Background: an optimization exercise with open tools, aiming at small area, a short achievable clock period and few clock cycles per item. Do not read the settings as production practice.
Function was checked by simulation only, so behaviour that the tests miss may differ from the original.

Design scb_bank, start of the top module:
module scb_bank (
    input  wire         clk,
    input  wire         rst,           
    input  wire         cmd_valid,
    output wire         cmd_ready,
    input  wire [2:0]   cmd_op,
    input  wire [7:0]   cmd_id,
    input  wire [15:0]  cmd_val,
    input  wire [253:0] cmd_bank,
    output reg          rsp_valid,
    output wire [7:0]   rsp_status,
    output wire [7:0]   rsp_detail,
    output reg  [14:0]  rsp_value,
    output reg  [4:0]   rsp_index,
    output wire [253:0] rsp_bank
);
    localparam [2:0] OP_LOAD = 3'd0, OP_STORE = 3'd1, OP_GET = 3'd2, OP_SET = 3'd3,
                     OP_INC  = 3'd4, OP_ISFULL = 3'd5, OP_TOTAL = 3'd6, OP_FINDMAX = 3'd7;
    reg  [253:0] nbank;
    wire [253:0] bank = ~nbank;
    assign rsp_bank = bank;
    reg       ready_r;
    reg       v0;
    reg [2:0] op0;
    reg [4:0] id0;
    reg       idbad0;
    reg [9:0] val0;
    reg       vbad0;
    assign cmd_ready = ready_r;
    wire acc      = cmd_valid & ready_r;
    wire load_now = acc & (cmd_op == OP_LOAD);
    always @(posedge clk) begin
        if (rst) begin
            v0      <= 1'b0;
            ready_r <= 1'b1;
        end else begin
            v0      <= acc;
            ready_r <= ~(acc & (cmd_op == OP_STORE));
        end
        op0    <= cmd_op;
        id0    <= cmd_id[4:0];
        idbad0 <= (cmd_id > 8'd24);
        val0   <= cmd_val[9:0];
        vbad0  <= |cmd_val[15:10];
    end
    reg [9:0] cur;
    integer i;
    always @(*) begin
        cur = 10'd0;
        for (i = 0; i < 25; i = i + 1)
            if (id0 == i)
                cur = cur | bank[10*i +: 10];
    end
    wire sat = &cur;
    wire inc_ok = v0 & (op0 == OP_INC) & ~idbad0 & ~sat;
    wire set_ok = v0 & (op0 == OP_SET) & ~idbad0 & ~vbad0;
    wire we     = inc_ok | set_ok;
    wire [9:0] wdata = op0[2] ? cur + 10'd1 : val0;
    wire ts251, tc252, ts255, tc256, ts259, tc260, ts263, tc264, ts267, tc268, ts271, tc272;
    wire ts275, tc276, ts279, tc280, ts283, tc284, ts287, tc288, ts291, tc292, ts295, tc296;
    wire ts299, tc300, ts303, tc304, ts307, tc308, ts311, tc312, ts315, tc316, ts319, tc320;
    wire ts323, tc324, ts327, tc328, ts331, tc332, ts335, tc336, ts339, tc340, ts343, tc344;
  ...
Size: roughly 300 flip-flops, roughly 580 I/O pins, roughly 24000 sq um of cells after synthesis.
clock: 50.0 ns
lec_check: 0
abc_area: 1
cap_margin: 40
core_margin: 2
core_utilization: 40
cts_buf_list: sky130_fd_sc_hd__clkbuf_4
slew_margin: 40
tns_end_percent: 10
standard.sh (not shown) runs the stock make flow with config.mk's settings and CLKGATE_MAP_FILE= SYNTH_SCRIPT=/design/flow/synth_recipe.tcl, a recipe that flattens the netlist after the stock synthesis.
==> flow/flow/run.sh <==
#!/bin/bash
# Standard ORFS layout, with two changes to how it is made:
#  - ports are buffered with sky130_fd_sc_hd__buf_1 instead of the buffer
#    buffer_ports picks by itself (clkdlybuf4s50_1);
#  - repair_timing is asked to keep a setup slack margin, so the resizer works
#    on the critical paths although the 50 ns clock is met with a wide margin.
# The design, clock period and constraints are the standard flow's, unchanged.
set -euo pipefail
export BUFFER_PORTS_ARGS="-buffer_cell sky130_fd_sc_hd__buf_1"
export SETUP_SLACK_MARGIN=38.8
bash standard.sh > standard.log 2>&1
The baseline produced a clean layout.
Testbench counts at the start, summed over its fixed seeds: cycles 16,527, commands 16,000.
Edit:
--- a/flow/flow/run.sh
+++ b/flow/flow/run.sh
@@ -9,3 +9,3 @@
 export BUFFER_PORTS_ARGS="-buffer_cell sky130_fd_sc_hd__buf_1"
-export SETUP_SLACK_MARGIN=38.8
+export SETUP_SLACK_MARGIN=37
 bash standard.sh > standard.log 2>&1
--- a/flow/config.mk
+++ b/flow/config.mk
@@ -8,3 +8,3 @@
 export ABC_AREA = 1
-export CAP_MARGIN = 40
+export CAP_MARGIN = 20
 export CORE_MARGIN = 2
@@ -12,3 +12,2 @@
 export CTS_BUF_LIST = sky130_fd_sc_hd__clkbuf_4
-export SLEW_MARGIN = 40
-export TNS_END_PERCENT = 10
+export SLEW_MARGIN = 20
=> The new run went through all stages and came out clean. Die area stays the same. Count of clock-buffer cells in the layout is higher by 12. Cell count decreases by 3.3%. Wire length falls by 4.2%.
Edit:
--- a/flow/flow/run.sh
+++ b/flow/flow/run.sh
@@ -9,3 +9,3 @@
 export BUFFER_PORTS_ARGS="-buffer_cell sky130_fd_sc_hd__buf_1"
-export SETUP_SLACK_MARGIN=37
+export SETUP_SLACK_MARGIN=39
 bash standard.sh > standard.log 2>&1
--- a/flow/config.mk
+++ b/flow/config.mk
@@ -13 +13,2 @@
 export SLEW_MARGIN = 20
+export TNS_END_PERCENT = 10
The changed run produced a clean layout.
Synthesized cell count stays the same.
Clock-buffer cell count came out lower by 4.
Die area is unchanged.

[separate check: timing with driven ports]
The flow's constraints put no driver on any port. The routed layouts listed below were extracted and timed again, unchanged, in two steps.
Step 1 (the two cells are an assumption about what drives the block):
set clk [get_ports {clk}]
set_driving_cell -lib_cell sky130_fd_sc_hd__clkbuf_16 $clk
set_driving_cell -lib_cell sky130_fd_sc_hd__buf_2 [delete_from_list [all_inputs] $clk]
Step 2 times the ports against the registers' clock, not the clock port: input delays grow and output delays shrink by t, the midpoint of the rising clock arrivals with the driver on.
Slacks: no drivers / after step 1 / after step 2; pairs: no drivers / after step 1.
run	t (ns)	setup slack, ns	slew at the worst register clock pin (ns)
the first run	0.943	38.467 / 38.403 / 37.694	0.10 / 0.10
the second run	0.951	37.398 / 37.436 / 36.486	0.08 / 0.08
the third run	0.936	38.431 / 38.398 / 37.535	0.08 / 0.08
After both steps every run listed still meets setup and hold. The setup slack of the second run, which loses most, moves by +0.038 ns with the drivers and by -0.912 ns with both steps.
